Source: an optimization exercise on an open RTL-to-GDS flow (aim: small area, a short achievable clock period and few clock cycles). Production flows keep margins and buffers that such runs may drop. Only simulation tests tie the RTL to the original design; equivalence was not proved. Power is estimated from default activity; no workload was simulated.

Setup of job 8567:
## pwe_encoder
module pwe_encoder (
    input  wire         clk,
    input  wire         rst,
    input  wire         req_valid,
    output wire         req_ready,
    input  wire [15:0]  req_opcode,
    input  wire [15:0]  req_version,
    input  wire [31:0]  req_request_id,
    input  wire [31:0]  f_status,
    input  wire [31:0]  f_word,
    input  wire [31:0]  f_vnet_id,
    input  wire [15:0]  f_vlan_id,
    input  wire [15:0]  f_port,
    input  wire [7:0]   f_src_prefix_len,
    input  wire [7:0]   f_dst_prefix_len,
    input  wire [47:0]  f_mac,
    input  wire [47:0]  f_mac2,
    input  wire [127:0] f_ip,
    input  wire [127:0] f_ip2,
    output wire         tx_valid,
    input  wire         tx_ready,
    output wire [7:0]   tx_data,
    output wire         tx_last,
    output reg          ev_valid,
    output wire [7:0]   ev_code,
    output wire [15:0]  ev_opcode,
    output wire [31:0]  ev_request_id
);
Size in the first run: about 1200 cells after synthesis, ~140 flip-flops, about 630 I/O pins, about 11000 um^2 of cells after synthesis.
export LEC_CHECK = 0
export CAP_MARGIN = 20
export CORE_MARGIN = 2
export CORE_UTILIZATION = 34
export PLACE_DENSITY = 0.7
export SETUP_SLACK_MARGIN = 3.2
export SLEW_MARGIN = 20
create_clock -name core_clock -period 6.0 [get_ports {clk}]
standard.sh (not shown) runs the stock make flow with config.mk's settings and CLKGATE_MAP_FILE= SYNTH_SCRIPT=/design/flow/synth_recipe.tcl, a recipe that flattens the netlist after the stock synthesis.
==> flow/flow/run.sh <==
#!/bin/bash
# Standard ORFS layout; the port buffers are the smallest buffer cell
# (buf_1) instead of the cell buffer_ports picks by default.
set -euo pipefail
bash standard.sh "BUFFER_PORTS_ARGS=-buffer_cell sky130_fd_sc_hd__buf_1" finish > orfs_make.log 2>&1
Job 8567 finished all stages; the layout is clean.
Testbench counts of job 8567, summed over its fixed seeds: cycles 147,057.
> inputs changed (job 8567 -> job 1427)
diff --git a/flow/config.mk b/flow/config.mk
--- a/flow/config.mk
+++ b/flow/config.mk
@@ -8,6 +8,6 @@
 export CAP_MARGIN = 20
 export CORE_MARGIN = 2
-export CORE_UTILIZATION = 34
-export PLACE_DENSITY = 0.7
-export SETUP_SLACK_MARGIN = 3.2
+export CORE_UTILIZATION = 30
+export PLACE_DENSITY = 0.5
+export SETUP_SLACK_MARGIN = 3.3
 export SLEW_MARGIN = 20
Findings:
- Compared with job 8567, in job 1427 portion of total power attributed to the clock network now sits lower, area of the die went up, design area now larger.
- The lower first-pass GRT wire length of job 1427 and job 8567 is in job 8567.
- Area growth from synthesis to layout ends up lower on job 8567.
- hw_r[5] as the endpoint of the most critical setup path was reported by job 8567, and hw_r[9] by job 1427.
- Area of the multi-input gates in job 1427 vs job 8567: up 170 um^2
- The met3 wire length of job 1427 falls short of that of job 8567 by 21%.
Input-level comparison between job 144 and job 1427:
diff --git a/flow/config.mk b/flow/config.mk
--- a/flow/config.mk
+++ b/flow/config.mk
@@ -10,4 +10,4 @@
 export CORE_UTILIZATION = 30
 export PLACE_DENSITY = 0.5
-export SETUP_SLACK_MARGIN = 3.3
+export SETUP_SLACK_MARGIN = 3.0
 export SLEW_MARGIN = 20
[summary]
Min global routing usage summed across all routing layers across job 144 and job 1427: job 144
On minimum hold slack, job 144 and job 1427 are neck and neck.
The post-layout instance area in job 1427 is 1.06 times that in job 144.
Between job 1427 and job 144, the cell count went down.

---

pwe_encoder, a different RTL version from the one above (not shown whole).
For scale: ~100 flip-flops, about 630 I/O pins, ~11000 µm² of cells after synthesis.
==> flow/design.v (excerpt) <==
module pwe_encoder (
    input  wire         clk,
    input  wire         rst,
    input  wire         req_valid,
    output wire         req_ready,
    input  wire [15:0]  req_opcode,
    input  wire [15:0]  req_version,
    input  wire [31:0]  req_request_id,
    input  wire [31:0]  f_status,
    input  wire [31:0]  f_word,
    input  wire [31:0]  f_vnet_id,
    input  wire [15:0]  f_vlan_id,
    input  wire [15:0]  f_port,
    input  wire [7:0]   f_src_prefix_len,
    input  wire [7:0]   f_dst_prefix_len,
    input  wire [47:0]  f_mac,
    input  wire [47:0]  f_mac2,
    input  wire [127:0] f_ip,
    input  wire [127:0] f_ip2,
    output wire         tx_valid,
    input  wire         tx_ready,
    output wire [7:0]   tx_data,
    output wire         tx_last,
    output reg          ev_valid,
    output wire [7:0]   ev_code,
    output wire [15:0]  ev_opcode,
    output wire [31:0]  ev_request_id
);
export LEC_CHECK = 0
export CAP_MARGIN = 20
export CORE_MARGIN = 2
export CORE_UTILIZATION = 30
export PLACE_DENSITY = 0.5
export SETUP_SLACK_MARGIN = 2.5
export SLEW_MARGIN = 20
create_clock -name core_clock -period 6.0 [get_ports {clk}]
Scripts as last shown in full above: flow/flow/run.sh
The first run finished with timing, DRC and antenna clean.
Testbench counts at the start, summed over its fixed seeds: cycles 147,057.
Change:
- SETUP_SLACK_MARGIN: 2.5 -> not set
Result:
- The new run ran to the end with no violations
- register-to-register slack got worse by 230 ps
- sequential share of layout area barely changes
- worst setup slack got worse by 230 ps

---

the previous run:
Another version of the RTL of pwe_encoder (not shown whole).
Size in the first run: roughly 140 flip-flops, ~630 I/O pins.
export LEC_CHECK = 0
export CAP_MARGIN = 5
export CORE_MARGIN = 2
export CORE_UTILIZATION = 30
export PLACE_DENSITY = 0.5
export SETUP_SLACK_MARGIN = 3.2
export SLEW_MARGIN = 5
create_clock -name core_clock -period 6.0 [get_ports {clk}]
Scripts as last shown in full above: flow/flow/run.sh
Testbench counts of the previous run, summed over its fixed seeds: cycles 147,057.
Input changes introduced in the current run (baseline for comparison: the previous run):
Settings: setting GPL_TIMING_DRIVEN to 0 for the first time; changing SLEW_MARGIN from 5 to 20; changing CAP_MARGIN from 5 to 20.
### Flow results
- Maximum frequency (the current run vs. the previous run) decreases by a few percent
- The current run reached the end of the flow, and the finished layout is clean on the timing, DRC and antenna checks.
- The higher remaining max-slew budget at the tightest pin came out of the current run.
- For the previous run, the termination of the worst setup path was crc[19]$_DFFE_PP_, unlike the current run, where it was hw_r[8]$_DFFE_PP_.
- Number of nets in the layout was lower in the run labelled the previous run.
- The current run against the previous run: wire length reported by the detailed router shows an increase of 8100 um; total net switching power shows no meaningful change.

---

Setup of v36:
pwe_encoder with an RTL version that a note above also has.
Size: ~1200 cells after synthesis, roughly 140 flip-flops.
export LEC_CHECK = 0
export CAP_MARGIN = 20
export CORE_MARGIN = 2
export CORE_UTILIZATION = 30
export PLACE_DENSITY = 0.5
export SETUP_SLACK_MARGIN = 3.2
export SLEW_MARGIN = 20
export TNS_END_PERCENT = 0
create_clock -name core_clock -period 6.0 [get_ports {clk}]
Scripts as last shown in full above: flow/flow/run.sh
Testbench counts of v36, summed over its fixed seeds: cycles 147,057.
What v2 does differently from v36 at the input level:
- removing TNS_END_PERCENT (formerly 0)
==> results.txt <==
Summary of v2 over v36: final critical-path required period lower, final worst-path setup slack higher, post-route cell area higher, fraction of the cycle the final worst path needs lower. The run showing the greater number of clock buffer instances in the layout is v36. Compared with v36, in v2 filler cell count in the final layout shows a reduction of about 0.46%, layout net count picked up an extra 11, clock edge transition at the registers on the reported setup and hold paths closely matched the old numbers, final wirelength dropped 360 µm. Sort v36 and v2 by relative max-transition margin, ascending, and v2 comes first. Critical path depth in cells in v2 is 1 lower than in v36.

---

RTL: one of the versions met above, not the one the previous note started from.
Size: about 140 flip-flops, ~630 I/O pins.
==> flow/design.v (excerpt) <==
module pwe_encoder (
    input  wire         clk,
    input  wire         rst,
    input  wire         req_valid,
    output wire         req_ready,
    input  wire [15:0]  req_opcode,
    input  wire [15:0]  req_version,
    input  wire [31:0]  req_request_id,
    input  wire [31:0]  f_status,
    input  wire [31:0]  f_word,
    input  wire [31:0]  f_vnet_id,
    input  wire [15:0]  f_vlan_id,
    input  wire [15:0]  f_port,
    input  wire [7:0]   f_src_prefix_len,
    input  wire [7:0]   f_dst_prefix_len,
    input  wire [47:0]  f_mac,
    input  wire [47:0]  f_mac2,
    input  wire [127:0] f_ip,
    input  wire [127:0] f_ip2,
    output wire         tx_valid,
    input  wire         tx_ready,
    output wire [7:0]   tx_data,
    output wire         tx_last,
    output reg          ev_valid,
    output wire [7:0]   ev_code,
    output wire [15:0]  ev_opcode,
    output wire [31:0]  ev_request_id
);
Settings: LEC_CHECK=0, CAP_MARGIN=20, CORE_MARGIN=2, CORE_UTILIZATION=30, CTS_BUF_LIST=sky130_fd_sc_hd__clkbuf_8, PLACE_DENSITY=0.5, SETUP_SLACK_MARGIN=3.2, SLEW_MARGIN=20; clock period 6.0 ns.
Scripts as last shown in full above: flow/flow/run.sh
Testbench counts at the start, summed over its fixed seeds: cycles 147,057.
==> next run, changes <==
CTS_BUF_LIST = unset   (was sky130_fd_sc_hd__clkbuf_8)
SETUP_SLACK_MARGIN = 3.5   (was 3.2)
The new run produced a clean layout.
Via count is higher by a few percent.
Worst hold slack gets worse by 8.3 ps.
Total power goes up by a quarter to a third.
==> next run, changes <==
SETUP_SLACK_MARGIN = 3.3   (was 3.5)
Result:
- power decreases by 17%
- via count falls by 1.6%
- count of clock-buffer cells in the layout rose by 4
- hold slack improved by 5.7 ps
- synthesized cell count stays the same
- critical path depth falls by 3
- sequential power hardly moves
- setup slack gets worse by 93 ps
- sequential share of layout area rose by 1.6 points
==> next run, changes <==
PLACE_DENSITY = 0.4   (was 0.5)
SETUP_SLACK_MARGIN = 3.2   (was 3.3)
The changed run went through all stages and came out clean.
Synthesized area stays the same.
Setup slack is worse by 43 ps.
Clock-buffer cell count is lower by 2.
Hold slack stays flat.

port drivers added, routing unchanged:
The results above use ideal ports. As a check the final layouts listed here were re-extracted and re-timed, cells and wires unchanged.
Step 1: set_driving_cell puts a clkbuf_16 on clk and a buf_2 on each other input, an assumption about the parent block.
Step 2 moves the port delays by t, midway between the first and last clock arrival at a register: inputs arrive t later, outputs are due t later. That takes back most of the time a late clock gives input paths.
Three values: ideal ports, drivers, drivers and shift; two values: the first two.
| run | t, ns | setup slack, ns | worst setup path at the end | latest minus earliest clock arrival (ns) |
|---|---|---|---|---|
| job 8567 | 0.494 | 3.029 / 3.029 / 2.564 | input to register | 0.018 / 0.018 |
| job 1427 | 0.523 | 3.127 / 3.127 / 2.719 | input to register | 0.019 / 0.018 |
| job 144 | 0.518 | 2.782 / 2.782 / 2.423 | input to register | 0.014 / 0.015 |
| the first run of note 2 | 0.418 | 2.454 / 2.454 / 2.134 | input to register | 0.015 / 0.014 |
| the second run of note 2 | 0.419 | 2.225 / 2.225 / 1.962 | input to register | 0.015 / 0.015 |
| the previous run | 0.495 | 3.151 / 3.151 / 2.735 | input to register | 0.024 / 0.024 |
| the current run | 0.512 | 3.056 / 3.056 / 2.674 | input to register | 0.010 / 0.011 |
| v36 | 0.505 | 2.942 / 2.982 / 2.477 | input to register | 0.015 / 0.016 |
| v2 | 0.514 | 3.103 / 3.144 / 2.629 | input to register | 0.017 / 0.017 |
| the first run of note 5 | 0.538 | 3.057 / 3.058 / 2.542 | input to register | 0.027 / 0.027 |
| the second run of note 5 | 0.502 | 3.263 / 3.263 / 2.916 | input to register | 0.010 / 0.011 |
| the third run of note 5 | 0.509 | 3.170 / 3.195 / 2.686 | input to register | 0.025 / 0.026 |
| the fourth run of note 5 | 0.491 | 3.127 / 3.127 / 2.674 | input to register | 0.016 / 0.016 |
After both steps setup and hold are still met in every run listed. The setup slack of the first run of note 5, which loses most, moves by +0.001 ns with the drivers and by -0.515 ns with both steps.
